From an optimization exercise on the open Yosys and OpenROAD flow, aimed at small area, a short achievable clock period and few clock cycles; shortcuts taken in it are not production practice.
Function was checked by simulation only, so behaviour that the tests miss may differ from the original.
Power figures rest on the tool's default switching activity, not on a simulated workload.

$ cat flow/run.sh
#!/bin/bash
# The standard layout (standard.sh), with the port buffers that buffer_ports
# inserts made from buf_1 cells instead of the delay cells it picks by default.
export BUFFER_PORTS_ARGS="-buffer_cell sky130_fd_sc_hd__buf_1"
bash standard.sh > standard.log 2>&1
$ cat standard.sh
#!/bin/bash
# synth_recipe.tcl (not shown) runs the flow's synth.tcl, then flattens the netlist and writes it again
# the make line also repeats each setting of config.mk as NAME=value (left out here)
make -C /OpenROAD-flow-scripts/flow DESIGN_CONFIG=/design/flow/config.mk WORK_HOME=/design/flow/orfs CLKGATE_MAP_FILE= SYNTH_SCRIPT=/design/flow/synth_recipe.tcl "${@:-finish}"
$ cat config.mk
export PLATFORM = sky130hd
export DESIGN_NAME = csb
export DESIGN_NICKNAME = csb
export VERILOG_FILES = /design/flow/design.v
export SDC_FILE = /design/flow/constraint.sdc
export NUM_CORES = 4
export LEC_CHECK = 0
export ABC_AREA = 1
export CAP_MARGIN = 20
export CORE_MARGIN = 2
export CORE_UTILIZATION = 40
export CTS_CLUSTER_DIAMETER = 80
export CTS_CLUSTER_SIZE = 25
export PLACE_DENSITY = 0.6
export SETUP_SLACK_MARGIN = 4.1
export SLEW_MARGIN = 20
$ cat constraint.sdc
create_clock -name core_clock -period 7.0 [get_ports {clk}]
set_input_delay 1.4000 -clock core_clock [delete_from_list [all_inputs] [get_ports {clk}]]
set_output_delay 1.4000 -clock core_clock [all_outputs]
set_load 0.01 [all_outputs]
$ cat design.v
module csb (
    input  wire        clk,
    input  wire        rst,                
    input  wire        lockstep_strict,    
    input  wire        req_valid,
    output wire        req_ready,
    input  wire [31:0] req_word,
    output reg         rsp_valid,
    output reg  [2:0]  rsp_code,
    output reg  [15:0] rsp_data,
    output reg         mem_valid,
    output reg         mem_we,
    output wire [1:0]  mem_dev,
    output reg  [15:0] mem_addr,
    output wire [7:0]  mem_wdata,
    input  wire        mem_ready,
    input  wire [7:0]  mem_rdata,
    output wire        ntf_valid,
    output wire [1:0]  ntf_ext,
    output wire [4:0]  ntf_kind,
    output wire        ntf_level,
    output wire        log_valid,
    output wire [1:0]  log_inst,
    output wire [4:0]  log_kind,
    output wire        log_level
);
    localparam [17:0] L_RELOAD = 18'h00001;
    localparam [17:0] L_T1     = 18'h0C3E5;
    localparam [17:0] L_T2     = 18'h261F2;
    localparam [17:0] L_M1     = 18'h3D375;
    localparam [17:0] L_M2     = 18'h3E9BA;
    localparam [4:0] K_IRQ  = 5'd1;
    localparam [4:0] K_NMI  = 5'd2;
    localparam [4:0] K_RDY  = 5'd3;
    localparam [4:0] K_BA   = 5'd5;
    localparam [4:0] K_CNT  = 5'd7;
    localparam [4:0] K_TOD  = 5'd8;
    localparam [4:0] K_FLAG = 5'd9;
    localparam [4:0] K_DMA  = 5'd17;
    localparam [5:0] OP_ANNOUNCE = 6'h01, OP_WAIT    = 6'h02, OP_RELEASE = 6'h03,
                     OP_ALLFIN   = 6'h04, OP_START   = 6'h08, OP_STOP    = 6'h09,
                     OP_TICK     = 6'h0A, OP_SETRATE = 6'h0B, OP_GETRATE = 6'h0C,
                     OP_TODREG   = 6'h0D, OP_STORE   = 6'h10, OP_LOAD    = 6'h11,
                     OP_ISINIT   = 6'h12, OP_SETCPU  = 6'h13, OP_SETVIC  = 6'h14,
                     OP_SETCOLOR = 6'h15, OP_CTR_WLO = 6'h18, OP_CTR_WHI = 6'h19,
                     OP_CTR_DEC  = 6'h1A, OP_CTR_CLK = 6'h1B, OP_CTR_ZERO= 6'h1C,
                     OP_CTR_READ = 6'h1D, OP_FF_SET  = 6'h20, OP_FF_RST  = 6'h21,
                     OP_FF_INV   = 6'h22, OP_FF_GET  = 6'h23, OP_DFF_SET = 6'h28,
                     OP_DFF_RST  = 6'h29, OP_DFF_INV = 6'h2A, OP_DFF_CLK = 6'h2B,
                     OP_DFF_GET  = 6'h2C, OP_AND_NTF = 6'h30, OP_WAND_SET= 6'h38,
                     OP_WAND_GET = 6'h39;
    function [2:0] static_code;
        input [31:0] wd;
        reg nz_a, nz_b, nz_c, nz_d, nz_e, nz_f, nz_g, nz_l;
        reg i16, i8, i4, bad_id;
        begin
            nz_a = |wd[25:18];     
            nz_b = |wd[17:16];
            nz_c = |wd[15:13];
            nz_d = |wd[12:9];
            nz_e = wd[8];
            nz_f = |wd[7:1];
            nz_g = wd[0];
            nz_l = |wd[23:18];
            i16  = |wd[25:22];     
            i8   = |wd[25:21];
            i4   = |wd[25:20];
            case (wd[31:26])
                OP_ANNOUNCE, OP_WAIT:
                    static_code = (nz_b | nz_c | nz_d | nz_e | nz_f | nz_g) ? 3'd1 : i16 ? 3'd2 : 3'd0;
                OP_RELEASE, OP_ALLFIN, OP_START, OP_STOP, OP_TICK, OP_GETRATE, OP_ISINIT:
                    static_code = (nz_a | nz_b | nz_c | nz_d | nz_e | nz_f | nz_g) ? 3'd1 : 3'd0;
                OP_SETRATE:
                    static_code = (nz_a | nz_b) ? 3'd1 : 3'd0;
                OP_SETCPU: begin
                    bad_id = wd[15:10] != 6'd0 || wd[8] || wd[7:2] != 6'd0 || !wd[0];
                    static_code = (nz_a | nz_b) ? 3'd1 : bad_id ? 3'd4 : 3'd0;
                end
                OP_TODREG, OP_SETVIC, OP_SETCOLOR: begin
                    bad_id = (wd[31:26] == OP_TODREG)  ? (wd[7:3] != 5'd0 || wd[2:1] == 2'b11) :
                             (wd[31:26] == OP_SETVIC)  ? (wd[7:2] != 6'd0 || wd[0]) :
                                                         (wd[7:0] != 8'd0);
                    static_code = (nz_a | nz_b | nz_c | nz_d | nz_e) ? 3'd1 : bad_id ? 3'd4 : 3'd0;
                end
                OP_STORE:
                    static_code = 3'd0;
                OP_LOAD:
                    static_code = (nz_l | nz_b) ? 3'd1 : 3'd0;
                OP_CTR_WLO, OP_CTR_WHI:
                    static_code = (nz_b | nz_c | nz_d | nz_e) ? 3'd1 : i8 ? 3'd3 : 3'd0;
                OP_CTR_DEC:
                    static_code = (nz_b | nz_c | nz_d | nz_e | nz_f) ? 3'd1 : i8 ? 3'd3 : 3'd0;
                OP_CTR_CLK, OP_CTR_ZERO, OP_CTR_READ, OP_WAND_GET:
                    static_code = (nz_b | nz_c | nz_d | nz_e | nz_f | nz_g) ? 3'd1 : i8 ? 3'd3 : 3'd0;
                OP_FF_SET, OP_FF_RST, OP_FF_INV, OP_FF_GET,
                OP_DFF_SET, OP_DFF_RST, OP_DFF_INV, OP_DFF_CLK, OP_DFF_GET:
                    static_code = (nz_b | nz_c | nz_d | nz_e | nz_f | nz_g) ? 3'd1 : i16 ? 3'd3 : 3'd0;
                OP_AND_NTF:
                    static_code = (nz_b | nz_c | nz_f) ? 3'd1 : i4 ? 3'd3 : 3'd0;
                OP_WAND_SET:
                    static_code = (nz_b | nz_c | nz_d | nz_f) ? 3'd1 : i8 ? 3'd3 : 3'd0;
                default:
                    static_code = 3'd1;
            endcase
        end
    endfunction
    reg [15:0] bar_expected;
    reg [15:0] bar_pending;
    reg        bar_pzero;         
    reg [15:0] bar_blocked;
    reg [14:0] clk_rate;          
    reg        clk_running;
    reg [17:0] clk_tod;           
    reg [2:0]  clk_targets;       
    reg [7:0]  bus_prev;          
    reg        cpu_rd2, cpu_wr3, vic_rd2;    
    reg        cpu_set, vic_set, color_set;
    reg [15:0] ctr_counter [0:7];
    reg [15:0] ctr_latch   [0:7];
    reg [7:0]  ctr_dec;
    reg [15:0] ff_state;
    reg [15:0] dff_in;
    reg [15:0] dff_out;
    reg [3:0]  and_in1, and_in2;
    reg [7:0]  wand_l1, wand_l2;
    wire bus_init = cpu_set & vic_set & color_set;
    reg        rst_q;             
    reg        rdy;               
    reg        qv;                
    reg        q_old;             
    reg [2:0]  q_code;
    reg [15:0] q_data;
    reg        tnear;             
    reg        wv;                
    reg [31:0] w;
    reg [2:0]  w_sc;              
    reg        w_acc;             
    reg [15:0] cs;                
    reg        cs_stale;          
    reg        m_vic;             
    reg        m_col;             
    reg  [1:0] m_dev;
    reg        round_busy;        
    reg [1:0]  round_n;
    reg        round_lvl;
    reg        ev_ntf, ev_log;
    reg [1:0]  ev_idx;
    reg [4:0]  ev_kind;
    reg        ev_lvl;
    assign ntf_valid = ev_ntf;
    assign ntf_ext   = ev_idx;
    assign ntf_kind  = ev_kind;
    assign ntf_level = ev_lvl;
    assign log_valid = ev_log;
    assign log_inst  = ev_idx;
    assign log_kind  = ev_kind;
    assign log_level = ev_lvl;
    assign mem_wdata = bus_prev;
    assign mem_dev   = m_dev;
    assign req_ready = rdy;
    wire m_first   = m_vic & ~m_col;                      
    wire m_done    = mem_valid & mem_ready & ~m_first;    
    wire mem_free  = ~mem_valid | m_done;
    wire acc       = req_valid & rdy;
    wire safe;
    reg  exec_r;                  
    reg  xo;                      
    wire exec   = exec_r;
    wire iss_w  = wv & w_acc & mem_free & ~round_busy;
    wire [5:0]  opc    = w[31:26];
    wire [3:0]  inst   = w[21:18];
    wire        view   = w[25];
    wire [7:0]  byte_v = w[7:0];
    wire [4:0]  kind   = w[12:8];
    wire        level  = w[0];
    wire        line   = w[8];
    wire ok_s   = (w_sc == 3'd0);
    wire is_bar = (opc == OP_ANNOUNCE) | (opc == OP_WAIT);
    reg  blkp, blk_set, blk_clr;
    wire blk_r  = blk_set | (blkp & ~blk_clr);
    wire blk    = is_bar & blk_r;
    wire is_mem = (opc == OP_STORE) | (opc == OP_LOAD);
    wire fault  = is_mem & ~bus_init;
    wire ex_ok  = ok_s & ~blk & ~fault;
    wire do_op  = exec & ex_ok;
    function do_is;
        input [5:0] o;
        do_is = xo && (opc == o) &&
                !((o == OP_ANNOUNCE || o == OP_WAIT) && blk_r) &&
                !((o == OP_LOAD || o == OP_STORE) && !bus_init);
    endfunction
    wire ex_dok = ok_s & ~fault;    
    wire set_cpu = do_is(OP_SETCPU);
    wire set_vic = do_is(OP_SETVIC);
    wire set_col = do_is(OP_SETCOLOR);
    wire cpu_rd2_n = set_cpu ? w[9] : cpu_rd2;
    wire cpu_wr3_n = set_cpu ? w[1] : cpu_wr3;
    wire vic_rd2_n = set_vic ? w[1] : vic_rd2;
    wire bus_init_n = (cpu_set | set_cpu) & (vic_set | set_vic) & (color_set | set_col);
    function is_access;
        input [31:0] wd;
        is_access = (wd[31:26] == OP_STORE && !wd[25] && wd[24]) ||
                    (wd[31:26] == OP_LOAD && wd[23:16] == 8'd0 && (wd[25] ^ wd[24]));
    endfunction
    wire in_acc  = is_access(req_word) & bus_init_n;
    wire round_start;
    wire qv_n;
    wire round_may = exec & (opc == OP_TICK) & tnear;
    wire iss_in  = acc & in_acc & mem_free & ~round_busy & ~round_may;
    wire issue   = iss_in | iss_w;
    wire st_in   = acc & (req_word[31:26] == OP_STORE) & ~req_word[25] & req_word[24] &
                   bus_init_n & mem_free & ~round_busy & ~round_may;
    wire [31:0] iw = iss_w ? w : req_word;        
    wire iw_st   = (iw[31:26] == OP_STORE);
    wire iw_tbl  = iw_st ? cpu_wr3_n : (iw[25] ? vic_rd2_n : cpu_rd2_n);
    wire [2:0]  cs_sel = rdy ? req_word[20:18] : w[20:18];
    wire        w_wr_ctr = (opc == OP_CTR_WHI) | (opc == OP_CTR_CLK);
    wire        in_rd_ctr = (req_word[31:26] == OP_CTR_CLK) | (req_word[31:27] == 5'b01110);
    wire [15:0] cs_dec = cs - 16'd1;
    wire        whi_nr  = (opc == OP_CTR_WHI) & ~rst_q;
    wire [15:0] cdec_nr = cs_dec & {16{~rst_q}};
    wire [7:0]  lat_in  = rst_q ? 8'hFF : byte_v;
    wire [7:0]  cnt_hi  = whi_nr ? byte_v : cdec_nr[15:8];
    wire tick_en   = do_is(OP_TICK) & clk_running & (~lockstep_strict | bar_pzero);
    wire tod_zero  = (clk_tod == L_T1);     
    wire tod_mid   = (clk_tod == L_M1);     
    wire tod_edge  = tick_en & (tod_zero | tod_mid);
    wire edge_lvl  = tod_zero;
    function [1:0] tgt_len;
        input [2:0] id;
        case (id)
            3'd1: tgt_len = 2'd1;
            3'd2, 3'd3, 3'd5: tgt_len = 2'd2;
            3'd4: tgt_len = 2'd3;
            default: tgt_len = 2'd0;
        endcase
    endfunction
    function [9:0] round_ev;
        input [2:0] id;
        input [1:0] n;
        input       l;
        reg   [2:0] r;     
        begin
            case ({id, n})
                {3'd1, 2'd0}: r = 3'b000;
                {3'd2, 2'd0}: r = 3'b100;
                {3'd2, 2'd1}: r = 3'b001;
                {3'd3, 2'd0}: r = 3'b000;
                {3'd3, 2'd1}: r = 3'b001;
                {3'd4, 2'd0}: r = 3'b111;
                {3'd4, 2'd1}: r = 3'b100;
                {3'd4, 2'd2}: r = 3'b011;
                default:      r = 3'b101;    
            endcase
            case (r)
                3'b100:  round_ev = {2'b10, 2'd0, K_FLAG, l & and_in2[0]};
                3'b111:  round_ev = {2'b10, 2'd2, K_IRQ, l & and_in2[3] & and_in2[2]};
                3'b101:  round_ev = {2'b01, 2'd1, K_TOD, l};
                default: round_ev = {2'b10, r[1:0], K_TOD, l};
            endcase
        end
    endfunction
    wire [1:0] tlen = tgt_len(clk_targets);
    assign round_start = tod_edge & (tlen > 2'd1);
    wire round_last = round_busy & (round_n + 2'd1 == tlen);
    assign safe = ~(opc == OP_TICK && tnear) & ~(opc == OP_LOAD && view && !mem_we);
    wire tlen2_n  = (tlen >= 2'd2) |
                    (exec && opc == OP_TODREG && w[2:0] >= 3'd2 && w[2:0] <= 3'd5);
    wire tnear_n  = (tod_zero || tod_mid ||
                     (exec && opc == OP_TICK && (clk_tod == L_T2 || clk_tod == L_M2))) &
                    tlen2_n;
    reg [3:0] an_in1, an_in2;    
    reg [9:0] an_ev;
    always @(*) begin
        an_in1 = and_in1;
        an_in2 = and_in2;
        an_ev  = {2'b01, inst[1:0], kind, level};
        case (inst[1:0])
            2'd0: begin
                if (kind == K_TOD) an_in1[0] = level;
                else if (kind == K_CNT) an_in2[0] = level;
                if (kind == K_TOD || kind == K_CNT)
                    an_ev = {2'b10, 2'd0, K_FLAG, an_in1[0] & an_in2[0]};
            end
            2'd1: begin
                if (kind == K_IRQ) an_in1[1] = level;
                else if (kind == K_NMI) an_in2[1] = level;
                if (kind == K_IRQ || kind == K_NMI) begin
                    an_in2[0] = an_in1[1] & an_in2[1];
                    an_ev = {2'b10, 2'd0, K_FLAG, an_in1[0] & an_in2[0]};
                end
            end
            2'd2: begin
                if (kind == K_RDY) an_in1[2] = level;
                else if (kind == K_BA) an_in2[2] = level;
                if (kind == K_RDY || kind == K_BA)
                    an_ev = {2'b10, 2'd2, K_IRQ, an_in1[2] & an_in2[2]};
            end
            default: begin
                if (kind == K_TOD) an_in1[3] = level;
                else if (kind == K_DMA) an_in2[3] = level;
                if (kind == K_TOD || kind == K_DMA) begin
                    an_in1[2] = an_in1[3] & an_in2[3];
                    an_ev = {2'b10, 2'd2, K_IRQ, an_in1[2] & an_in2[2]};
                end
            end
        endcase
    end
    reg [15:0] ex_data;
    always @(*) begin
        ex_data = 16'd0;
        case (opc)
            OP_ALLFIN:   ex_data = {15'd0, bar_pzero};
            OP_GETRATE:  ex_data = {1'b0, clk_rate};
            OP_LOAD:     ex_data = view ? {4'd0, bus_prev[3:0], 8'hFF} : 16'h00FF;
            OP_ISINIT:   ex_data = {15'd0, bus_init};
            OP_CTR_ZERO: ex_data = {15'd0, cs == 16'd0};
            OP_CTR_READ: ex_data = cs;
            OP_FF_GET:   ex_data = {15'd0, ff_state[inst]};
            OP_DFF_GET:  ex_data = {15'd0, dff_out[inst]};
            OP_WAND_GET: ex_data = {15'd0, wand_l1[inst[2:0]] & wand_l2[inst[2:0]]};
            default: ;
        endcase
    end
    wire [2:0] ex_code = !ok_s ? w_sc : blk ? 3'd5 : fault ? 3'd6 : 3'd0;
    genvar g;
    generate
        for (g = 0; g < 8; g = g + 1) begin : g_ctr
            wire sel    = (inst[2:0] == g);
            wire ld_llo = rst_q | (sel & do_is(OP_CTR_WLO));
            wire ld_lhi = rst_q | (sel & do_is(OP_CTR_WHI));
            wire ld_cnt = rst_q | (sel & ((do_is(OP_CTR_WHI) & ~ctr_dec[g]) |
                                        (do_is(OP_CTR_CLK) &  ctr_dec[g])));
            wire ld_dec = rst_q | (sel & do_is(OP_CTR_DEC));
            wire [7:0] cnt_lo = whi_nr ? ctr_latch[g][7:0] : cdec_nr[7:0];
            always @(posedge clk) begin
                if (ld_llo) ctr_latch[g][7:0]  <= lat_in;
                if (ld_lhi) ctr_latch[g][15:8] <= lat_in;
                if (ld_cnt) ctr_counter[g]     <= {cnt_hi, cnt_lo};
                if (ld_dec) ctr_dec[g]         <= w[0] & ~rst_q;
            end
        end
        for (g = 0; g < 16; g = g + 1) begin : g_ff
            wire sel = (inst == g);
            always @(posedge clk) begin
                if (rst_q) begin
                    ff_state[g] <= 1'b0;
                    dff_in[g]   <= 1'b0;
                    dff_out[g]  <= 1'b0;
                    bar_blocked[g] <= 1'b0;
                end else begin
                    if (sel && do_is(OP_FF_SET)) ff_state[g] <= 1'b1;
                    if (sel && do_is(OP_FF_RST)) ff_state[g] <= 1'b0;
                    if (sel && do_is(OP_FF_INV)) ff_state[g] <= ~ff_state[g];
                    if (sel && do_is(OP_DFF_SET)) dff_in[g] <= 1'b1;
                    if (sel && do_is(OP_DFF_RST)) dff_in[g] <= 1'b0;
                    if (sel && do_is(OP_DFF_INV)) dff_in[g] <= ~dff_in[g];
                    if (sel && do_is(OP_DFF_CLK)) dff_out[g] <= dff_in[g];
                    if (do_is(OP_RELEASE) || tick_en) bar_blocked[g] <= 1'b0;
                    else if (sel && do_is(OP_WAIT)) bar_blocked[g] <= 1'b1;
                end
            end
        end
        for (g = 0; g < 8; g = g + 1) begin : g_wand
            wire sel = (inst[2:0] == g) && do_is(OP_WAND_SET);
            always @(posedge clk) begin
                if (rst_q) begin
                    wand_l1[g] <= 1'b1;
                    wand_l2[g] <= 1'b1;
                end else if (sel) begin
                    if (!line) wand_l1[g] <= level;
                    else       wand_l2[g] <= level;
                end
            end
        end
    endgenerate
    wire wv_n         = acc ? ~iss_in : (wv & ~exec & ~iss_w);
    wire w_acc_n      = rdy ? in_acc : w_acc;
    wire mem_valid_n  = issue | (mem_valid & ~m_done);
    wire round_busy_n = round_busy ? ~round_last : (round_start & ~rst);
    wire cs_stale_n   = rdy & exec & w_wr_ctr & (w[20:18] == req_word[20:18]) & in_rd_ctr;
    wire ex_q         = exec & ~round_start & (mem_valid | qv);    
    wire drain        = qv & (q_old | ~mem_valid);                 
    wire m_to_q       = m_done & drain;                            
    assign qv_n       = ex_q | m_to_q | (qv & ~drain);
    wire [31:0] wn    = rdy ? req_word : w;                        
    wire [15:0] m_res = mem_we ? 16'd0 :
                        m_col  ? {4'd0, mem_rdata[3:0], bus_prev} : {8'd0, mem_rdata};
    wire mem_we_n     = mem_free ? iw_st : mem_we;
    wire safe_n       = ~(wn[31:26] == OP_TICK && tnear_n) &
                        ~(wn[31:26] == OP_LOAD && wn[25] && !mem_we_n);
    wire round_busy_c = round_busy ? ~round_last : round_may;
    wire qv_c         = (exec & (mem_valid | qv)) | m_to_q | (qv & ~drain);
    wire exec_n       = wv_n & ~w_acc_n & ~round_busy_c & ~cs_stale_n &
                        (~mem_valid_n | (~qv_c & safe_n));
    wire ok_n         = rdy ? (static_code(req_word) == 3'd0) : ok_s;
    always @(posedge clk) begin
        if (rdy) begin
            w    <= req_word;
            w_sc <= static_code(req_word);
        end
        cs <= ctr_counter[cs_sel];
        blkp    <= bar_blocked[rdy ? req_word[21:18] : w[21:18]];
        blk_set <= rdy & do_is(OP_WAIT) & (w[21:18] == req_word[21:18]);
        blk_clr <= rdy & (do_is(OP_RELEASE) | tick_en);
        if (mem_free) begin
            mem_addr <= iw[15:0];
            mem_we   <= iw_st;
            m_vic    <= iw[25];
            m_col    <= 1'b0;
            m_dev    <= {1'b0, iw[15:12] == 4'hD && iw_tbl};
        end else if (mem_ready && m_first) begin
            m_col    <= 1'b1;
            m_dev    <= 2'd2;
        end
        if (ex_q | m_to_q) begin
            q_code <= m_to_q ? 3'd0 : ex_code;
            q_data <= m_to_q ? m_res : ex_dok ? ex_data : 16'd0;
        end
        rsp_code <= drain ? q_code : (mem_valid | round_busy) ? 3'd0 : ex_code;
        rsp_data <= drain ? q_data :
                    round_busy ? 16'd0 :
                    !mem_valid ? (ex_dok ? ex_data : 16'd0) : m_res;
        if (exec && do_is(OP_AND_NTF))
            {ev_idx, ev_kind, ev_lvl} <= an_ev[7:0];
        else if (round_busy)
            {ev_idx, ev_kind, ev_lvl} <= round_ev(clk_targets, round_n, round_lvl);
        else
            {ev_idx, ev_kind, ev_lvl} <= round_ev(clk_targets, 2'd0, edge_lvl);
        rst_q <= rst;
        if (rst) begin
            rdy         <= 1'b0;
            exec_r      <= 1'b0;
            xo          <= 1'b0;
            qv          <= 1'b0;
            q_old       <= 1'b0;
            tnear       <= 1'b0;
            wv          <= 1'b0;
            w_acc       <= 1'b0;
            cs_stale    <= 1'b0;
            mem_valid   <= 1'b0;
            rsp_valid   <= 1'b0;
            ev_ntf      <= 1'b0;
            ev_log      <= 1'b0;
            round_busy  <= 1'b0;
            round_n     <= 2'd0;
            round_lvl   <= 1'b0;
        end else begin
            wv         <= wv_n;
            w_acc      <= w_acc_n;
            cs_stale   <= cs_stale_n;
            mem_valid  <= mem_valid_n;
            round_busy <= round_busy_n;
            rdy        <= rst_q | ~wv_n | exec_n;
            exec_r     <= exec_n;
            xo         <= exec_n & ok_n;
            qv         <= qv_n;
            q_old      <= issue & qv_n;
            tnear      <= tnear_n & ~rst_q;
            if (st_in)
                bus_prev <= req_word[23:16];
            else if (iss_w && opc == OP_STORE)
                bus_prev <= w[23:16];
            else if (mem_valid && mem_ready && !mem_we && !m_col)
                bus_prev <= mem_rdata;
            rsp_valid <= drain | m_done | (exec & ~round_start & ~mem_valid & ~qv) | round_last;
            ev_ntf <= 1'b0;
            ev_log <= 1'b0;
            if (exec && do_is(OP_AND_NTF)) begin
                ev_ntf <= an_ev[9];
                ev_log <= an_ev[8];
                and_in1 <= an_in1;
                and_in2 <= an_in2;
            end else if (round_busy) begin
                {ev_ntf, ev_log} <= round_ev(clk_targets, round_n, round_lvl) >> 8;
                round_n <= round_n + 2'd1;
            end else if (tod_edge && tlen != 2'd0) begin
                {ev_ntf, ev_log} <= round_ev(clk_targets, 2'd0, edge_lvl) >> 8;
                round_n    <= 2'd1;
                round_lvl  <= edge_lvl;
                if (clk_targets == 3'd2)
                    and_in1[0] <= edge_lvl;
                if (clk_targets == 3'd4) begin
                    and_in1[0] <= edge_lvl;
                    and_in1[3] <= edge_lvl;
                    and_in1[2] <= edge_lvl & and_in2[3];
                end
            end
        end
        if (rst_q) begin
            bar_expected <= 16'd0;
            bar_pending  <= 16'd0;
            bar_pzero    <= 1'b1;
            clk_rate     <= 15'h0100;
            clk_running  <= 1'b0;
            clk_tod      <= L_RELOAD;
            clk_targets  <= 3'd0;
            bus_prev     <= 8'h00;
            cpu_rd2      <= 1'b0;
            cpu_wr3      <= 1'b0;
            vic_rd2      <= 1'b0;
            cpu_set      <= 1'b0;
            vic_set      <= 1'b0;
            color_set    <= 1'b0;
            and_in1      <= 4'hF;
            and_in2      <= 4'hF;
        end else begin
            if (do_is(OP_ANNOUNCE))
                bar_expected <= bar_expected + 16'd1;
            if (do_is(OP_RELEASE) || tick_en) begin
                bar_pending <= bar_expected;
                bar_pzero   <= (bar_expected == 16'd0);
            end else if (do_is(OP_WAIT) && !bar_pzero) begin
                bar_pending <= bar_pending - 16'd1;
                bar_pzero   <= (bar_pending == 16'd1);
            end
            if (do_is(OP_START)) clk_running <= 1'b1;
            if (do_is(OP_STOP))  clk_running <= 1'b0;
            if (tick_en)
                clk_tod <= tod_zero ? L_RELOAD : {clk_tod[16:0], clk_tod[17] ^ clk_tod[10]};
            if (do_is(OP_SETRATE))
                clk_rate <= w[15] ? 15'h0100 : w[14:0];
            if (do_is(OP_TODREG))
                clk_targets <= w[2:0];
            if (set_cpu) begin
                cpu_rd2 <= w[9];
                cpu_wr3 <= w[1];
                cpu_set <= 1'b1;
            end
            if (set_vic) begin
                vic_rd2 <= w[1];
                vic_set <= 1'b1;
            end
            if (set_col)
                color_set <= 1'b1;
        end
    end
endmodule
==> results of run 1 <==
==> kinds of logic (layout without fill, tap and decap cells) <==
kind of cell               count (synthesis)  in the layout  synth area share (%)
AOI/OAI and AO/OA                        576            576                  14.2
xor gates and xnor gates                  13             13                 0.482
adders and majority gates                 10             10                 0.530
buffers and inverters                    437            542                  7.34
DFF                                      508            508                  54.3
muxes                                      4              4                 0.191
other                                      0              2                     0
and+or+nand+nor                         1228           1230                  23.0
==> cells in the final DEF, fill, tap and decap left out, types with 31 or more instances in the layout <==
master     count
a21oi_1      170
a221oi_1      39
buf_1        111
buf_4         39
clkbuf_16     31
dfxtp_1      240
edfxtp_1     264
inv_1        301
nand2_1      486
nand3_1      256
nand4_1       45
nor2_1       265
nor3_1        75
o21ai_0      206
==> per-layer routing <==
metal / wire length, microns / vias up
met2: 35100 / 762
met1: 32600 / 9793
met5: 0 / -
met4: 1840 / 0
li1: - / 9730
met3: 5080 / 107
==> registers in the layout (all words and copies together), names as in the netlist, 18 cells and up <==
name         cells
clk_tod         18
ctr_counter    128
ctr_latch       64
w               31
==> worst max-delay path by stage <==
stage,from,end,depth (start not counted)
2_1_floorplan,mem_ready,bus_prev[0],9
3_3_place_gp,mem_ready,rdy,13
3_5_place_dp,mem_ready,xo,13
4_1_cts,w[26],ctr_counter[6][7],14
5_1_grt,w[28],q_data[0],15
6_report,w[28],q_data[0],13
==> worst max-delay path, delay by kind of cell (launching register included) <==
family                 cells  cell delay (ns)
AOI/OAI and AO/OA          4             0.58
buffers and inverters      2             0.37
DFF                        1             0.46
and+or+nand+nor            7             1.24
==> power breakdown <==
group | switching [mW] | total, mW | internal [mW]
Clock | 1.08 | 1.92 | 0.847
Sequential | 0.144 | 3.57 | 3.43
Combinational | 0.612 | 0.824 | 0.211
==> cell type report <==
| type | count | area [sq um] | share of cell area (%) |
|---|---|---|---|
| Antenna cell | 2 | 5.00 | 0.0191 |
| Clock buffer | 40 | 798 | 3.04 |
| Clock inverter | 13 | 163 | 0.620 |
| Inverter | 330 | 1260 | 4.79 |
| Multi-Input combinational cell | 1833 | 9350 | 35.6 |
| Sequential cell | 508 | 12800 | 48.9 |
| Tap cell | 773 | 967 | 3.69 |
| Timing Repair Buffer | 159 | 877 | 3.34 |
==> what timing repair did <==
action                                  4_1_cts  5_1_grt
pin swaps                                     3        8
gates resized for setup                      47       26
cloned                                        1        3
setup buffers                                 7       14
endpoints found under the setup margin      242      172
==> metrics by stage <==
| stage | worst slack (ns) | utilization (%) | total power [mW] |
|---|---|---|---|
| 3_5_place_dp | 2.81 | 42.1 | 4.41 |
| 6_report | 4.19 | 44.7 | 6.32 |
| 4_1_cts | 4.13 | 44.2 | 6.33 |
| 2_1_floorplan | 4.10 | - | 4.06 |
| 3_3_place_gp | 2.94 | 42.1 | 4.39 |
| 5_1_grt | 4.09 | 44.7 | 6.56 |
==> results by group, run 1 <==
Timing
  – TNS Setup: 0 ns
  – Final Max Tran Viols: 0
  – Fin crit period: about 2.8 ns
  – Final period util: around two fifths
  – Min Hold Slack: approximately 0.45 ns
  – Final setup viols: 0
  – F_max: ~360 MHz
  – Tightest Pin Transition: just under 1 ns
  – Final Hold Viols: 0
  – RSZ-0062 raised after global routing: false
  – Clock Skew: 0.0501 ns
  – Slew headroom: approximately 34%

Worst setup path
  – WP data arrival: about 3.3 ns
  – Largest stage delay on the critical path: roughly 0.46 ns
  – Critical path type: flop to flop
  – R2R Setup Slk: between 4 and 5 ns
  – Max FO, Critical Path: 12
  – Worst setup SP type: flop
  – R2r endpoint: q_data[0]
  – Worst path slowest cell: dfxtp_1
  – Most prevalent standard cell on the critical path: nand2_1
  – Crit-path cells: nand2_1 -> inv_1 -> nand2_1 -> nor2_4 -> buf_12 -> a21oi_1 -> o21ai_0 -> nand2_1 -> o21ai_0 -> nand3_1 -> nand2_1 -> nand2_1 -> o21ai_1
  – R2r worst-path depth: 13
  – Worst reg2reg startpoint: w[28]
  – Data required time of the worst path: between 7 and 8 ns
  – CP Capture Type: flop

Floorplanning
  – Die area: roughly 61000 sq um
  – Ports: roughly 110
  – Initial Util: 40.2%
  – Die span in y: approximately 250 microns
  – CORE AREA: between 50000 and 60000 sq um
  – Die Wd: around 250 microns
  – Core Rows: 89

Min path
  – Worst Hold Depth: 2
  – Tightest Hold Check Type: flop to flop
  – HP Start: q_data[10]
  – Hold Path End: rsp_data[10]

Drt
  – DRT Wirelength: around 75000 microns
  – DR DRC count: 0
  – WL/cell: just over 20 microns
  – Via/cell ratio: between 5 and 6
  – Post-route antenna net violation count: 0
  – Initial DRC Count: just under 2k
  – Via count: 20.4k
  – 1st-pass router iterations: 6

Yosys
  – Synth Area per Inst: between 8 and 9 sq um
  – Post-synth top flop: edfxtp_1
  – Cell taking the most area after synthesis: edfxtp_1
  – Number of synthesized flops with an enable pin: 264
  – Post-synth ARST share: 0%
  – Synthesized area: approximately 24000 sq um
  – Top cells by count, synth: nand2_1 (495), inv_1 (306), nor2_1 (277), edfxtp_1 (264), nand3_1 (260)
  – Count leader, synth: nand2_1
  – Warnings, synthesis: 3
  – Seq/Total Area, Yosys: between 50% and 60%
  – Synthesized flop and latch total: roughly 510
  – Netlist cell types: 66
  – Mapped Cells: ~2.8k
  – Top post-synthesis cells by area: edfxtp_1 (34%), dfxtp_1 (21%), nand2_1 (7.9%)
  – Top cell type's share of synthesized area: 33.6%
  – Syn Nets: between 2k and 3k

Global routing
  – Tot GR Track Use: between 20% and 30%
  – Busiest grt layer: met2
  – Met2 GRT Util: approximately two fifths
  – Vias in the first global route: roughly 19k
  – Met3 usage: 2.42%
  – Initial antenna violation count: 1
  – Met1 usage: between 30% and 40%
  – First-pass GRT wire length: about 110000 microns
  – Largest net degree at the start of global routing: 86
  – GRT Residual Overflow: 0

Clock network
  – CTS Root Cell: clkbuf_16
  – CTS Buf Count: 29
  – Clock buffer depth: 3
  – CTS clk-pin slew, worst paths: 0.11 ns
  – CTS H-tree lvls: 1
  – CTS Hold Bufs: 0
  – CTS sink count: 508
  – CTS tree: yes
  – Clk Latency, worst-skew pair: 0.62 ns

Power
  – Leak pwr: between 9 and 10 nW
  – Worst VDD drop: 207 uV
  – Pwr/cell area: roughly 240 nW/um^2

Placed design
  – Port-buffer cells: 111
  – Post-DP Area: around 25000 sq um
  – DP HPWL: ~52000 microns
  – Post-Place Cells: between 3k and 4k
  – RePlAce Congestion: around 0.92

Finish
  – Finished Cell Area: roughly 26000 sq um
  – Fillcell total: between 5k and 6k
  – Nets: just under 3k
  – Post-Layout Cell Count: 3658
  – Share of layout cells above drive strength 1: ~7.7%
  – Synth-to-layout area growth: 11.2%

Run
  – Max cap viols: 0

Outcome
  – Status: no timing/DRC/antenna violations
Testbench counts, summed over its fixed seeds: cycles 30,417.
==> run 2: changes to the inputs <==
--- a/config.mk
+++ b/config.mk
@@ -5,7 +5,6 @@
 export SDC_FILE = /design/flow/constraint.sdc
 export NUM_CORES = 4
 export LEC_CHECK = 0
-export ABC_AREA = 1
 export CAP_MARGIN = 20
 export CORE_MARGIN = 2
 export CORE_UTILIZATION = 40
==> run 2 against run 1 <==
Combinational power down 4.0%. Wire length down 4.0%. Largest cell class unchanged. Sequential power about the same. Clock skew down 0.0043 ns. Still clean. Worst setup slack worse by 0.26 ns. Highest routed layer is now met5. Synthesized cell count down 16%. Register-to-register slack worse by 0.15 ns. Fmax down 8.5%. Critical endpoint is now xo.
==> results by group, run 2 <==
Timing
  – Slew headroom: 35.9% (was 33.7%)
  – Fin crit period: 3.07 ns (was 2.81 ns)
  – Final Hold Viols: 0 (unchanged)
  – Tightest Pin Transition: 0.958 ns (was 0.988 ns)
  – Final worst setup slack: 3.93 ns (was 4.19 ns)
  – Clock Skew: 0.0458 ns (was 0.0501 ns)
  – F_max: 326 MHz (was 356 MHz)
  – RSZ-0062 raised after global routing: true (was false)
  – Final period util: 43.9% (was 40.1%)
  – Final Max Tran Viols: 0 (unchanged)
  – Final setup viols: 0 (unchanged)
  – TNS Setup: 0 ns (unchanged)

Drt
  – DRT Wirelength: 71700 microns (was 74700 microns)
  – 1st-pass router iterations: 7 (was 6)
  – DR DRC count: 0 (unchanged)
  – Via count: 18.9k (was 20.4k)
  – WL/cell: 22.5 microns (was 20.4 microns)
  – Initial DRC Count: 1863 (was 1980)
  – Post-route antenna net violation count: 0 (unchanged)
  – Via/cell ratio: 5.91 (was 5.57)

Global routing
  – Vias in the first global route: 17.9k (was 19.3k)
  – Initial antenna violation count: 2 (was 1)
  – First-pass GRT wire length: 109000 microns (was 113000 microns)
  – Tot GR Track Use: 23.3% (was 23.8%)
  – GRT Residual Overflow: 0 (unchanged)
  – Largest net degree at the start of global routing: 85 (was 86)

Yosys
  – Synthesized area: 23200 sq um (was 23600 sq um)
  – Post-synth top flop: edfxtp_1 (unchanged)
  – Mapped Cells: 2343 (was 2776)
  – Seq/Total Area, Yosys: 55.1% (was 54.3%)
  – Top post-synthesis cells by area: edfxtp_1 (34%), dfxtp_1 (21%), nand2_1 (5.0%) (was edfxtp_1 (34%), dfxtp_1 (21%), nand2_1 (7.9%))
  – Post-synth ARST share: 0% (unchanged)
  – Synthesized flop and latch total: 508 (unchanged)
  – Syn Nets: 2398 (was 2831)
  – Synth Area per Inst: 9.92 sq um (was 8.50 sq um)
  – Top cells by count, synth: nand2_1 (312), edfxtp_1 (264), dfxtp_1 (244), nor2_1 (198), a21oi_1 (181) (was nand2_1 (495), inv_1 (306), nor2_1 (277), edfxtp_1 (264), nand3_1 (260))
  – Netlist cell types: 85 (was 66)
  – Warnings, synthesis: 3 (unchanged)
  – Number of synthesized flops with an enable pin: 264 (unchanged)
  – Cell taking the most area after synthesis: edfxtp_1 (unchanged)
  – Count leader, synth: nand2_1 (unchanged)
  – Top cell type's share of synthesized area: 34.1% (was 33.6%)

Floorplanning
  – Core Rows: 88 (was 89)
  – Die area: 60100 sq um (was 61000 sq um)
  – Initial Util: 40.4% (was 40.2%)
  – Die Wd: 245 microns (was 247 microns)
  – Ports: 112 (unchanged)
  – CORE AREA: 57600 sq um (was 58700 sq um)
  – Die span in y: 245 microns (was 247 microns)

Worst setup path
  – Max FO, Critical Path: 3 (was 12)
  – R2r worst-path depth: 8 (was 13)
  – Worst setup SP type: input port (was flop)
  – Data required time of the worst path: 7.57 ns (was 7.47 ns)
  – Crit path from: req_word[3] (was w[28])
  – R2R Setup Slk: 4.04 ns (was 4.19 ns)
  – Critical path type: input port to flop (was flop to flop)
  – CP Capture Type: flop (unchanged)
  – WP data arrival: 3.64 ns (was 3.28 ns)
  – R2r endpoint: q_data[0] (unchanged)
  – Worst reg2reg startpoint: w[31] (was w[28])

Min path
  – Worst Hold Depth: 2 (unchanged)
  – Tightest Hold Check Type: flop to flop (unchanged)
  – Hold Path End: dff_out[13] (was rsp_data[10])
  – HP Start: dff_out[13] (was q_data[10])

Clock network
  – CTS Hold Bufs: 0 (unchanged)
  – CTS tree: yes (unchanged)
  – CTS Root Cell: clkbuf_16 (unchanged)
  – Clk Latency, worst-skew pair: 0.64 ns (was 0.62 ns)
  – CTS clk-pin slew, worst paths: 0.09 ns (was 0.11 ns)
  – CTS Buf Count: 31 (was 29)
  – CTS sink count: 508 (unchanged)
  – Clock buffer depth: 3 (unchanged)
  – CTS H-tree lvls: 1 (unchanged)

Finish
  – Max FFs per register: 128 (unchanged)
  – Share of layout cells above drive strength 1: 11.1% (was 7.73%)
  – Fillcell total: 5445 (was 5780)
  – Synth-to-layout area growth: 12.8% (was 11.2%)
  – Nets: 2458 (was 2916)
  – Top reg by flops: ctr_counter (unchanged)
  – Finished Cell Area: 26200 sq um (about the same)
  – Most frequent cells in the layout: nand2_1 (305), edfxtp_1 (264), dfxtp_1 (233), nor2_1 (188), a21oi_1 (180) (was nand2_1 (486), inv_1 (301), nor2_1 (265), edfxtp_1 (264), nand3_1 (256))
  – Regs by FF count: ctr_counter: 128 flops, ctr_latch: 64 flops, w: 31 flops (unchanged)
  – Commonest non-fill, non-tap cell in the layout: nand2_1 (unchanged)
  – Antenna cells: 0 (was 2)

Placed design
  – Pre-CTS setup slack: 3.05 ns (was 2.81 ns)
  – RePlAce Congestion: 0.891 (was 0.920)
  – Port-buffer cells: 111 (unchanged)
  – Post-DP Area: 24500 sq um (was 24700 sq um)
  – DP HPWL: 48500 microns (was 52300 microns)

Run
  – Max cap viols: 0 (unchanged)

Power
  – Leak pwr: 9.37 nW (was 9.99 nW)
  – Worst VDD drop: 195 uV (was 207 uV)
  – Pwr/cell area: 247 nW/um^2 (was 241 nW/um^2)

Outcome
  – Status: no timing/DRC/antenna violations (unchanged)
run 2: layout make-up:
cell class                 instances  area (sq um)  share of cell area, %
clock buffer                      38           802                   3.06
sequential                       508         12800                   49.0
timing repair buffer             180           978                   3.73
tap                              765           957                   3.65
inverter                          35           135                  0.515
multi-input combinational       1647         10200                   38.8
clock inverter                    20           337                   1.28
run 2: repair_timing:
item | 4_1_cts | 5_1_grt
endpoints found under the setup margin | 364 | 226
gates cloned | 0 | 1
setup buffers | 14 | 10
gates resized for setup | 72 | 32
pin swaps | 3 | 7
run 2: report_power, final:
| group | switching, mW | total, mW | leakage (nW) | internal (mW) |
|---|---|---|---|---|
| registers | 0.171 | 3.55 | 4.59 | 3.38 |
| logic | 0.518 | 0.791 | 4.24 | 0.273 |
| clock network | 1.12 | 2.15 | 0.548 | 1.03 |
| total | 1.81 | 6.49 | 9.37 | 4.68 |
run 2: worst max path at each step:
stage,slack [ns],depth (start not counted),end
after floorplan,3.60,8,xo
after global placement,3.08,9,xo
after detailed placement,3.05,8,bus_prev[5]
after CTS,3.95,9,xo
after global routing,3.84,9,xo
final,3.93,9,xo
run 2: critical path, stage by stage:
cell and delay (ns):
buf_6 0.09, or4_4 0.59, or4_4 0.48, nor2_4 0.15
nor3_2 0.06, a2111oi_2 0.25, o2111ai_2 0.22, o41ai_2 0.23
nor2b_1 0.16
run 2: per-layer routing:
| layer | routed length, microns | track usage [%] | vias up |
|---|---|---|---|
| met3 | 4630 | 2.85 | 109 |
| li1 | - | - | 8746 |
| met2 | 33700 | 38.3 | 737 |
| met1 | 31200 | 32.0 | 9268 |
| met4 | 2220 | 7.30 | 2 |
| met5 | 13 | 0 | - |
run 2: through the flow:
step | instances | hold WS, ns | power [mW] | util (%)
2_1_floorplan | 2343 | 0.418 | 4.03 | -
5_1_grt | 3193 | 0.479 | 6.72 | 45.5
6_report | 3193 | 0.457 | 6.49 | 45.5
4_1_cts | 3182 | 0.458 | 6.51 | 45.2
3_5_place_dp | 3110 | 0.435 | 4.34 | 42.5
3_3_place_gp | 3109 | 0.433 | 4.33 | 42.5
run 2: logic make-up (layout without fill, tap and decap cells):
logic type                 Yosys count  after routing  share of synthesized area (%)
AOI/OAI and AO/OA                  605            605                           17.0
xor gates and xnor gates            40             40                           1.51
adders and majority gates           10             10                          0.538
buffers and inverters              188            273                           3.22
DFF                                508            508                           55.1
muxes                               87             87                           4.06
and+or+nand+nor                    905            905                           18.6
==> run 3: changes to the inputs <==
--- a/config.mk
+++ b/config.mk
@@ -5,11 +5,12 @@
 export SDC_FILE = /design/flow/constraint.sdc
 export NUM_CORES = 4
 export LEC_CHECK = 0
+export ABC_AREA = 1
 export CAP_MARGIN = 20
 export CORE_MARGIN = 2
 export CORE_UTILIZATION = 40
 export CTS_CLUSTER_DIAMETER = 80
 export CTS_CLUSTER_SIZE = 25
 export PLACE_DENSITY = 0.6
-export SETUP_SLACK_MARGIN = 4.1
+export SETUP_SLACK_MARGIN = 4.3
 export SLEW_MARGIN = 20
==> run 3 against run 2 <==
Sequential share of layout area fell by 0.84 points. Die area is 1.5% higher. Clock power fell by about 10%. First-iteration DRC count increased by 27%. Wire length is 5.5% higher. Clock-buffer cell count unchanged. Sequential power about the same. Critical path type is now flop to primary output.
==> results by group, run 3 <==
Outcome
  – Status: no timing/DRC/antenna violations (unchanged)

Yosys
  – Cell taking the most area after synthesis: edfxtp_1 (unchanged)
  – Synthesized area: 23600 sq um (was 23200 sq um)
  – Mapped Cells: 2776 (was 2343)
  – Warnings, synthesis: 3 (unchanged)
  – Count leader, synth: nand2_1 (unchanged)
  – Number of synthesized flops with an enable pin: 264 (unchanged)
  – Seq/Total Area, Yosys: 54.3% (was 55.1%)
  – Post-synth ARST share: 0% (unchanged)
  – Top cell type's share of synthesized area: 33.6% (was 34.1%)
  – Top cells by count, synth: nand2_1 (495), inv_1 (306), nor2_1 (277), edfxtp_1 (264), nand3_1 (260) (was nand2_1 (312), edfxtp_1 (264), dfxtp_1 (244), nor2_1 (198), a21oi_1 (181))
  – Top post-synthesis cells by area: edfxtp_1 (34%), dfxtp_1 (21%), nand2_1 (7.9%) (was edfxtp_1 (34%), dfxtp_1 (21%), nand2_1 (5.0%))
  – Netlist cell types: 66 (was 85)
  – Post-synth top flop: edfxtp_1 (unchanged)
  – Synth Area per Inst: 8.50 sq um (was 9.92 sq um)
  – Synthesized flop and latch total: 508 (unchanged)
  – Syn Nets: 2831 (was 2398)

Worst setup path
  – Crit-path cells: buf_1 (was buf_6 -> or4_4 -> or4_4 -> nor2_4 -> nor3_2 -> a2111oi_2 -> o2111ai_2 -> o41ai_2 -> nor2b_1)
  – CP Capture Type: primary output (was flop)
  – R2r endpoint: q_data[0] (unchanged)
  – Critical path type: flop to primary output (was input port to flop)
  – WP buf/inv: 1 (unchanged)
  – Worst path slowest cell: dfxtp_4 (was or4_4)
  – R2r worst-path depth: 12 (was 8)
  – WP data arrival: 1.29 ns (was 3.64 ns)
  – Crit path from: mem_valid (was req_word[3])
  – Data required time of the worst path: 5.60 ns (was 7.57 ns)
  – Worst reg2reg startpoint: w[19] (was w[31])
  – CP top delay family: flip-flops (was simple AND/OR/NAND/NOR gates)
  – R2R Setup Slk: 4.39 ns (was 4.04 ns)
  – Max FO, Critical Path: 12 (was 3)
  – Largest stage delay on the critical path: 0.50 ns (was 0.59 ns)
  – WP depth: 1 (was 9)
  – Worst setup SP type: flop (was input port)

Global routing
  – Initial antenna violation count: 0 (was 2)
  – Tot GR Track Use: 24.1% (was 23.3%)
  – GRT Residual Overflow: 0 (unchanged)
  – First-pass GRT wire length: 114000 microns (was 109000 microns)
  – Vias in the first global route: 19.4k (was 17.9k)
  – Largest net degree at the start of global routing: 85 (unchanged)

Timing
  – RSZ-0062 raised after global routing: true (unchanged)
  – F_max: 372 MHz (was 326 MHz)
  – Clock Skew: 0.0311 ns (was 0.0458 ns)
  – Final setup viols: 0 (unchanged)
  – Fin crit period: 2.69 ns (was 3.07 ns)
  – Final worst setup slack: 4.31 ns (was 3.93 ns)
  – Min Hold Slack: 0.460 ns (was 0.457 ns)
  – Final Max Tran Viols: 0 (unchanged)
  – Tightest Pin Transition: 1.02 ns (was 0.958 ns)
  – Slew headroom: 31.8% (was 35.9%)
  – TNS Setup: 0 ns (unchanged)
  – Final period util: 38.4% (was 43.9%)
  – Final Hold Viols: 0 (unchanged)

Drt
  – Initial DRC Count: 2369 (was 1863)
  – Post-route antenna net violation count: 0 (unchanged)
  – WL/cell: 20.6 microns (was 22.5 microns)
  – DR DRC count: 0 (unchanged)
  – DRT Wirelength: 75700 microns (was 71700 microns)
  – Via/cell ratio: 5.60 (was 5.91)
  – Via count: 20.6k (was 18.9k)
  – 1st-pass router iterations: 7 (unchanged)

Power
  – Worst VDD drop: 225 uV (was 195 uV)
  – Pwr/cell area: 239 nW/um^2 (was 247 nW/um^2)
  – Leak pwr: 10.2 nW (was 9.37 nW)

Min path
  – Worst Hold Depth: 2 (unchanged)
  – HP Start: q_data[0] (was dff_out[13])
  – Hold Path End: rsp_data[0] (was dff_out[13])
  – Tightest Hold Check Type: flop to flop (unchanged)

Finish
  – Share of layout cells above drive strength 1: 9.36% (was 11.1%)
  – Most frequent cells in the layout: nand2_1 (482), inv_1 (296), edfxtp_1 (264), nor2_1 (256), nand3_1 (254) (was nand2_1 (305), edfxtp_1 (264), dfxtp_1 (233), nor2_1 (188), a21oi_1 (180))
  – Regs by FF count: ctr_counter: 128 flops, ctr_latch: 64 flops, w: 31 flops (unchanged)
  – Synth-to-layout area growth: 12.9% (was 12.8%)
  – Antenna cells: 0 (unchanged)
  – Top reg by flops: ctr_counter (unchanged)
  – Fillcell total: 5655 (was 5445)
  – Commonest non-fill, non-tap cell in the layout: nand2_1 (unchanged)
  – Nets: 2940 (was 2458)
  – Max FFs per register: 128 (unchanged)

Run
  – Max cap viols: 0 (unchanged)

Clock network
  – CTS sink count: 508 (unchanged)
  – CTS Hold Bufs: 0 (unchanged)
  – CTS H-tree lvls: 1 (unchanged)
  – Clk Latency, worst-skew pair: 0.61 ns (was 0.64 ns)
  – CTS tree: yes (unchanged)
  – CTS clk-pin slew, worst paths: 0.09 ns (about the same)
  – CTS Root Cell: clkbuf_16 (unchanged)
  – CTS Buf Count: 29 (was 31)
  – Clock buffer depth: 3 (unchanged)

Placed design
  – Pre-CTS setup slack: 3.12 ns (was 3.05 ns)
  – DP HPWL: 52600 microns (was 48500 microns)
  – RePlAce Congestion: 0.955 (was 0.891)
  – Port-buffer cells: 111 (unchanged)

Floorplanning
  – Die span in y: 247 microns (was 245 microns)
  – Ports: 112 (unchanged)
  – Die Wd: 247 microns (was 245 microns)
  – Core Rows: 89 (was 88)
  – Die area: 61000 sq um (was 60100 sq um)
  – Initial Util: 40.2% (was 40.4%)
  – CORE AREA: 58700 sq um (was 57600 sq um)
-- run 3: cell types whose count changed in the layout (fill, tap and decap cells not counted), moves of 26 or more --
cell / delta
nand3_1: +138
and3_1: -27
nand4_1: +28
nor2_1: +68
o21ai_0: +86
mux2i_1: -53
a21o_1: -66
nand2_1: +177
inv_1: +263
a22o_1: -26
a221oi_1: +32
o21ai_1: +32
-- run 3: metal layers --
metal  vias to the layer above  GRT usage (%)  part of all wire, %
met5                         -              0                    0
met4                         0           6.09                  2.2
met3                       102           2.47                  7.3
met2                       857           39.6                   47
met1                      9899           34.0                   44
li1                       9749              -                    -
-- run 3: logic make-up after synthesis --
kind of cell               after synthesis  share of synthesized area (%)
DFF                                    508                           54.3
muxes                                    4                          0.191
and+or+nand+nor                       1228                           23.0
xor gates and xnor gates                13                          0.482
adders and majority gates               10                          0.530
buffers and inverters                  437                           7.34
AOI/OAI and AO/OA                      576                           14.2
-- run 3: power by group --
group          switching, mW  total [mW]  leakage [nW]  internal, mW
combinational          0.630       0.869          5.18         0.240
sequential             0.144        3.57          4.54          3.43
clock                   1.08        1.93         0.457         0.848
total                   1.86        6.37          10.2          4.52
-- run 3: layout make-up --
cell class              instances  area (sq um)  share of cell area, %
clock inverters                14           193                  0.723
inverters                     330          1260                   4.74
clock buffers                  38           759                   2.85
flip-flops and latches        508         12800                   48.1
multi-input cells            1833          9490                   35.6
well taps                     773           967                   3.63
repair buffers                183          1160                   4.34
-- run 3: how the worst max path moves through the flow --
stage | end
floorplan | w_sc[0]
global placement | q_data[15]
detailed placement | rdy
CTS | q_data[0]
global route | blkp
finish | mem_valid
-- run 3: stage by stage --
stage	power, mW	instances	instance area [sq um]	utilization, %
detailed placement	4.41	3582	24800	42.3
floorplan	4.07	2776	23700	-
finish	6.37	3679	26700	45.4
global route	6.60	3679	26700	45.4
CTS	6.35	3659	26300	44.7
global placement	4.40	3582	24800	42.3
-- run 3: timing repair --
| item | 4_1_cts | 5_1_grt |
|---|---|---|
| resized for setup | 50 | 49 |
| pin swaps | 7 | 10 |
| gates cloned | 3 | 3 |
| setup endpoints to repair | 307 | 202 |
| buffers inserted | 22 | 17 |
==> run 4: changes to the inputs <==
==> config.mk (replaced) <==
export PLATFORM = sky130hd
export DESIGN_NAME = csb
export DESIGN_NICKNAME = csb
export VERILOG_FILES = /design/flow/design.v
export SDC_FILE = /design/flow/constraint.sdc
export NUM_CORES = 4
export LEC_CHECK = 0
export CAP_MARGIN = 20
export CORE_MARGIN = 2
export CORE_UTILIZATION = 55
export CTS_CLUSTER_DIAMETER = 80
export CTS_CLUSTER_SIZE = 25
export PLACE_DENSITY = 0.7
export SETUP_SLACK_MARGIN = 4.1
export SLEW_MARGIN = 20
==> run 4 against run 3 <==
Clock skew down 0.0020 ns. Flip-flop and latch count is the same. Clock-buffer cell count unchanged. Sequential share of layout area increased by 2.1 points. Global-route usage grew 5.6 points. Worst setup slack worse by 0.38 ns. Total power shrank 4.0%. Still clean. Clock power fell by 7%. Synthesized area fell by 1.5%. Synthesized cell count down 16%. Sequential power about the same.
==> results by group, run 4 <==
Floorplanning
  – Core Rows: 75 (was 89)
  – CORE AREA: 41900 sq um (was 58700 sq um)
  – Die Wd: 210 microns (was 247 microns)
  – Initial Util: 55.5% (was 40.2%)
  – Ports: 112 (unchanged)
  – Die span in y: 210 microns (was 247 microns)
  – Die area: 43900 sq um (was 61000 sq um)

Worst setup path
  – Critical path type: input port to flop (was flop to primary output)
  – Largest stage delay on the critical path: 0.58 ns (was 0.50 ns)
  – CP Capture Type: flop (was primary output)
  – R2r worst-path depth: 8 (was 12)
  – Crit-path cells: buf_6 -> or4_4 -> or4_4 -> nand2b_4 -> or2_4 -> a221oi_2 -> a221o_1 -> o41ai_2 -> nor2b_1 (was buf_1)
  – Worst setup SP type: input port (was flop)
  – Max FO, Critical Path: 3 (was 12)
  – Data required time of the worst path: 7.48 ns (was 5.60 ns)
  – WP data arrival: 3.55 ns (was 1.29 ns)
  – Most prevalent standard cell on the critical path: or4_4
  – Worst path slowest cell: or4_4 (was dfxtp_4)

Finish
  – Antenna cells: 0 (unchanged)
  – Most frequent cells in the layout: nand2_1 (305), edfxtp_1 (264), dfxtp_1 (235), nor2_1 (188), a21oi_1 (180) (was nand2_1 (482), inv_1 (296), edfxtp_1 (264), nor2_1 (256), nand3_1 (254))
  – Top reg by flops: ctr_counter (unchanged)
  – Max FFs per register: 128 (unchanged)
  – Commonest non-fill, non-tap cell in the layout: nand2_1 (unchanged)
  – Share of layout cells above drive strength 1: 10.3% (was 9.36%)
  – Nets: 2448 (was 2940)
  – Synth-to-layout area growth: 9.87% (was 12.9%)
  – Regs by FF count: ctr_counter: 128 flops, ctr_latch: 64 flops, w: 31 flops (unchanged)
  – Post-Layout Cell Count: 2953 (was 3679)

Yosys
  – Top post-synthesis cells by area: edfxtp_1 (34%), dfxtp_1 (21%), nand2_1 (5.0%) (was edfxtp_1 (34%), dfxtp_1 (21%), nand2_1 (7.9%))
  – Top cell type's share of synthesized area: 34.1% (was 33.6%)
  – Post-synth top flop: edfxtp_1 (unchanged)
  – Top cells by count, synth: nand2_1 (312), edfxtp_1 (264), dfxtp_1 (244), nor2_1 (198), a21oi_1 (181) (was nand2_1 (495), inv_1 (306), nor2_1 (277), edfxtp_1 (264), nand3_1 (260))
  – Mapped Cells: 2343 (was 2776)
  – Synthesized flop and latch total: 508 (unchanged)
  – Synthesized area: 23200 sq um (was 23600 sq um)
  – Number of synthesized flops with an enable pin: 264 (unchanged)
  – Syn Nets: 2398 (was 2831)
  – Count leader, synth: nand2_1 (unchanged)
  – Warnings, synthesis: 3 (unchanged)
  – Synth Area per Inst: 9.92 sq um (was 8.50 sq um)
  – Seq/Total Area, Yosys: 55.1% (was 54.3%)
  – Post-synth ARST share: 0% (unchanged)
  – Cell taking the most area after synthesis: edfxtp_1 (unchanged)
  – Netlist cell types: 85 (was 66)

Drt
  – Initial DRC Count: 2364 (was 2369)
  – DRT Wirelength: 66600 microns (was 75700 microns)
  – DR DRC count: 0 (unchanged)
  – WL/cell: 22.5 microns (was 20.6 microns)
  – 1st-pass router iterations: 6 (was 7)
  – Via/cell ratio: 6.44 (was 5.60)
  – Via count: 19.0k (was 20.6k)
  – Post-route antenna net violation count: 0 (unchanged)

Timing
  – Final Max Tran Viols: 0 (unchanged)
  – Final setup viols: 0 (unchanged)
  – Tightest Pin Transition: 1.04 ns (was 1.02 ns)
  – Clock Skew: 0.0291 ns (was 0.0311 ns)
  – Final Hold Viols: 0 (unchanged)
  – Slew headroom: 30.2% (was 31.8%)
  – F_max: 326 MHz (was 372 MHz)
  – Final period util: 43.8% (was 38.4%)
  – TNS Setup: 0 ns (unchanged)
  – RSZ-0062 raised after global routing: true (unchanged)
  – Fin crit period: 3.07 ns (was 2.69 ns)

Global routing
  – Initial antenna violation count: 0 (unchanged)
  – First-pass GRT wire length: 102000 microns (was 114000 microns)
  – Vias in the first global route: 17.6k (was 19.4k)
  – Largest net degree at the start of global routing: 90 (was 85)
  – GRT Residual Overflow: 0 (unchanged)
  – Tot GR Track Use: 29.7% (was 24.1%)

Placed design
  – Post-Place Cells: 2882 (was 3582)
  – DP HPWL: 44400 microns (was 52600 microns)
  – RePlAce Congestion: 0.944 (was 0.955)
  – Port-buffer cells: 111 (unchanged)

Clock network
  – Clock buffer depth: 3 (unchanged)
  – CTS H-tree lvls: 1 (unchanged)
  – CTS clk-pin slew, worst paths: 0.09 ns (about the same)
  – CTS sink count: 508 (unchanged)
  – CTS Root Cell: clkbuf_16 (unchanged)
  – CTS tree: yes (unchanged)
  – Clk Latency, worst-skew pair: 0.60 ns (was 0.61 ns)
  – CTS Buf Count: 27 (was 29)

Power
  – Worst VDD drop: 322 uV (was 225 uV)
  – Leak pwr: 9.22 nW (was 10.2 nW)
  – Pwr/cell area: 240 nW/um^2 (was 239 nW/um^2)

Min path
  – Worst Hold Depth: 2 (unchanged)
  – Tightest Hold Check Type: flop to flop (unchanged)

Outcome
  – Status: no timing/DRC/antenna violations (unchanged)

Run
  – Max cap viols: 0 (unchanged)
[run 4: cell count changes in the layout (fill, tap and decap cells not counted), sizes merged, moves of 24 or more]
cell,before,now
nor2,297,198
nand3,263,118
and3,4,31
mux2i,0,56
inv,328,37
a22o,0,26
a221oi,39,8
nor2b,0,24
a21o,0,66
nand4,48,17
nand2,503,313
o21ai,248,125
mux2,4,28
[run 4: stage by stage]
stage	area, sq um	utilization [%]	setup WS (ns)	power (mW)	hold slack [ns]
4_1_cts	25400	60.6	3.93	6.11	0.454
5_1_grt	25500	61.0	3.84	6.32	0.468
3_5_place_dp	24200	57.8	3.06	4.32	0.431
3_3_place_gp	24200	57.7	3.11	4.31	0.425
6_report	25500	61.0	3.93	6.12	0.454
2_1_floorplan	23400	-	3.60	4.03	0.418
[run 4: area by class of cell]
class	count	area, sq um
clock inverters	12	155
fillers	3506	16300
well taps	539	674
clock buffers	38	718
flip-flops and latches	508	12800
repair buffers	174	951
inverters	35	135
multi-input cells	1647	10100
[run 4: cells by family (layout without fill, tap and decap cells)]
kind of cell	count (synthesis)	count (layout)	share of synthesized area, %
AND/OR/NAND/NOR	905	905	18.6
adder cells (fa/ha/maj)	10	10	0.538
AO/OA/AOI/OAI	605	605	17.0
multiplexers	87	87	4.06
XOR/XNOR	40	40	1.51
buffers and inverters	188	259	3.22
flip-flops	508	508	55.1
[run 4: power breakdown]
group / internal [mW] / switching [mW]
logic: 0.266 / 0.511
clock network: 0.792 / 1.01
registers: 3.38 / 0.164
[run 4: final timing paths]
path / from / end / slack (ns)
setup / recovery: req_word[3] / xo / 3.93
hold / removal: clk_rate[8] / clk_rate[8] / 0.45
hold reg to reg: clk_rate[8] / clk_rate[8] / 0.45
setup reg to reg: xo / bar_pending[11] / 3.97
[run 4: worst max-delay path, delay by kind of cell]
kind	cells	cell delay, ns
AO/OA/AOI/OAI	3	0.44
buffers and inverters	1	0.09
AND/OR/NAND/NOR	5	1.61
[run 4: metal layers]
| layer | up-vias | part of all wire [%] | wire length, microns | global-route usage (%) |
|---|---|---|---|---|
| met1 | 9192 | 43 | 28500 | 42.5 |
| met5 | - | 0 | 0 | 0 |
| met3 | 150 | 7.9 | 5280 | 3.37 |
| met2 | 934 | 45 | 30200 | 47.0 |
| li1 | 8728 | - | - | - |
| met4 | 0 | 3.8 | 2560 | 10.9 |
[run 4: repair_timing]
action / 4_1_cts / 5_1_grt
cloned: 0 / 0
endpoints found under the hold margin: 0 / 0
endpoints found under the setup margin: 353 / 131
hold buffers: 0 / 0
resized for setup: 64 / 30
pin swaps: 3 / 7
setup buffers: 12 / 9
==> run 5: changes to the inputs <==
--- a/config.mk
+++ b/config.mk
@@ -5,11 +5,12 @@
 export SDC_FILE = /design/flow/constraint.sdc
 export NUM_CORES = 4
 export LEC_CHECK = 0
+export ABC_AREA = 1
 export CAP_MARGIN = 20
 export CORE_MARGIN = 2
 export CORE_UTILIZATION = 55
 export CTS_CLUSTER_DIAMETER = 80
 export CTS_CLUSTER_SIZE = 25
 export PLACE_DENSITY = 0.7
-export SETUP_SLACK_MARGIN = 4.1
+export SETUP_SLACK_MARGIN = 4.5
 export SLEW_MARGIN = 20
==> run 5 against run 4 <==
Still clean on timing, DRC and antenna. Sequential power grew 1%. Clock-buffer cell count shrank 2. Via count grew 12%. Combinational power grew 18%. Register-to-register slack gained 0.56 ns. Critical path depth shrank 7. Total power grew 2.0%. Final area grew 7.0%. Critical endpoint is now req_ready. Largest cell class unchanged. Highest routed layer unchanged.
==> results by group, run 5 <==
Outcome
  – Status: no timing/DRC/antenna violations (unchanged)

Timing
  – Final setup viols: 0 (unchanged)
  – Final Max Tran Viols: 0 (unchanged)
  – F_max: 382 MHz (was 326 MHz)
  – Clock Skew: 0.0189 ns (was 0.0291 ns)
  – Final Hold Viols: 0 (unchanged)

Global routing
  – GRT Residual Overflow: 0 (unchanged)
  – First-pass GRT wire length: 111000 microns (was 102000 microns)
  – Vias in the first global route: 19.5k (was 17.6k)

Finish
  – Synth-to-layout area growth: 15.8% (was 9.87%)
  – Nets: 2990 (was 2448)
  – Post-Layout Cell Count: 3493 (was 2953)
  – Final core utilization: 64.8% (was 61.0%)
  – Antenna cells: 0 (unchanged)
  – Share of layout cells above drive strength 1: 15.6% (was 10.3%)

Floorplanning
  – CORE AREA: 42100 sq um (was 41900 sq um)
  – Core Rows: 75 (unchanged)
  – Die span in y: 211 microns (was 210 microns)
  – Initial Util: 56.0% (was 55.5%)
  – Ports: 112 (unchanged)

Yosys
  – Netlist cell types: 66 (was 85)
  – Count leader, synth: nand2_1 (unchanged)
  – Synthesized flop and latch total: 508 (unchanged)
  – Seq/Total Area, Yosys: 54.3% (was 55.1%)
  – Synthesized area: 23600 sq um (was 23200 sq um)
  – Synth Area per Inst: 8.50 sq um (was 9.92 sq um)
  – Warnings, synthesis: 3 (unchanged)
  – Top cells by count, synth: nand2_1 (495), inv_1 (306), nor2_1 (277), edfxtp_1 (264), nand3_1 (260) (was nand2_1 (312), edfxtp_1 (264), dfxtp_1 (244), nor2_1 (198), a21oi_1 (181))
  – Post-synth top flop: edfxtp_1 (unchanged)

Worst setup path
  – R2r endpoint: bus_prev[3] (was bar_pending[11])
  – Worst path slowest cell: dfxtp_4 (was or4_4)
  – Worst reg2reg startpoint: w[28] (was xo)
  – Largest stage delay on the critical path: 0.38 ns (was 0.58 ns)
  – R2R Setup Slk: 4.53 ns (was 3.97 ns)
  – Crit-path cells: buf_12 -> buf_6 (was buf_6 -> or4_4 -> or4_4 -> nand2b_4 -> or2_4 -> a221oi_2 -> a221o_1 -> o41ai_2 -> nor2b_1)

Clock network
  – Clk Latency, worst-skew pair: 0.60 ns (about the same)
  – CTS clk-pin slew, worst paths: 0.11 ns (was 0.09 ns)
  – CTS Root Cell: clkbuf_16 (unchanged)
  – CTS tree: yes (unchanged)

Placed design
  – DP HPWL: 49300 microns (was 44400 microns)
  – RePlAce Congestion: 0.966 (was 0.944)
  – Post-Place Cells: 3341 (was 2882)

Drt
  – 1st-pass router iterations: 6 (unchanged)
  – DR DRC count: 0 (unchanged)
  – Via/cell ratio: 6.08 (was 6.44)

Min path
  – Hold Path End: rsp_data[9] (was clk_rate[8])
  – Worst Hold Depth: 2 (unchanged)
  – HP Start: q_data[9] (was clk_rate[8])

Run
  – Max cap viols: 0 (unchanged)
==> run 5: critical path: cells and delay by family, from the launching register on <==
family	cells	cell delay [ns]
DFF	1	0.38
buffers and inverters	2	0.24
==> run 5: worst max path at each step <==
stage | from | endpoint | slack [ns] | cells past startpoint
after floorplan | req_word[25] | w_sc[0] | 4.33 | 11
after global placement | req_word[20] | cs[14] | 3.30 | 8
after detailed placement | req_word[20] | cs[14] | 3.21 | 8
after CTS | mem_ready | bus_prev[0] | 4.30 | 10
after global routing | rdy | req_ready | 4.37 | 2
final | rdy | req_ready | 4.38 | 2
==> run 5: timing repair <==
item | in CTS | in global routing
gates resized for setup | 103 | 175
gates cloned | 5 | 9
pin swaps | 13 | 40
endpoints found under the hold margin | 0 | 0
endpoints found under the setup margin | 461 | 481
setup buffers | 34 | 56
==> run 5: kinds of logic (layout without fill, tap and decap cells) <==
| group | count (synthesis) | count (layout) | share of synthesized area, % |
|---|---|---|---|
| AOI/OAI and AO/OA | 576 | 576 | 14.2 |
| xor gates and xnor gates | 13 | 13 | 0.482 |
| adders and majority gates | 10 | 10 | 0.530 |
| buffers and inverters | 437 | 607 | 7.34 |
| DFF | 508 | 508 | 54.3 |
| muxes | 4 | 4 | 0.191 |
| and+or+nand+nor | 1228 | 1236 | 23.0 |
==> run 5: power by group <==
| group | switching [mW] | internal (mW) | total (mW) | leakage (nW) |
|---|---|---|---|---|
| clock network | 1.00 | 0.748 | 1.75 | 0.401 |
| logic | 0.648 | 0.265 | 0.913 | 5.74 |
| registers | 0.148 | 3.43 | 3.58 | 4.55 |
| total | 1.80 | 4.44 | 6.24 | 10.7 |
==> run 5: final cells by class <==
cell class | instances | area [sq um] | share of cell area (%)
clock buffer | 36 | 709 | 2.60
tap | 539 | 674 | 2.47
inverter | 330 | 1310 | 4.79
multi-input combinational | 1839 | 9890 | 36.2
sequential | 508 | 12900 | 47.1
timing repair buffer | 229 | 1770 | 6.46
clock inverter | 12 | 115 | 0.421
==> run 5: stage by stage <==
step / instance area (sq um) / hold slack (ns) / power (mW)
global placement: 24600 / 0.427 / 4.37
global route: 27300 / 0.463 / 6.45
floorplan: 23900 / 0.419 / 4.09
CTS: 26300 / 0.453 / 6.18
detailed placement: 24600 / 0.429 / 4.40
finish: 27300 / 0.454 / 6.24
==> run 5: per-layer routing <==
layer  track usage (%)  vias to the layer above  share of wire, %
li1                  -                     9883                 -
met5                 0                        -                 0
met2              51.7                     1112                46
met4              8.64                        0               3.1
met1              44.6                    10082                41
met3              5.46                      166                10

## separate check: timing with driven ports
No port has a modelled driver above. Below, the same layouts with a new extraction and two added sets of constraints. Step 1: set_driving_cell puts a clkbuf_16 on clk and a buf_2 on each other input, an assumption about the parent block. Step 2 also shifts input and output timing later by t, the mid clock arrival at the registers, as if the neighbouring blocks saw the same clock. a / b / c = ideal / step 1 / step 2; a / b = the first two.
| run | t (ns) | setup slack, ns |
|---|---|---|
| run 1 | 0.651 | 4.190 / 4.137 / 3.594 |
| run 2 | 0.679 | 3.928 / 3.958 / 3.279 |
| run 3 | 0.658 | 4.310 / 4.250 / 3.679 |
| run 4 | 0.646 | 3.932 / 3.950 / 3.304 |
| run 5 | 0.645 | 4.384 / 4.327 / 3.929 |
After both steps every run listed still meets setup and hold.
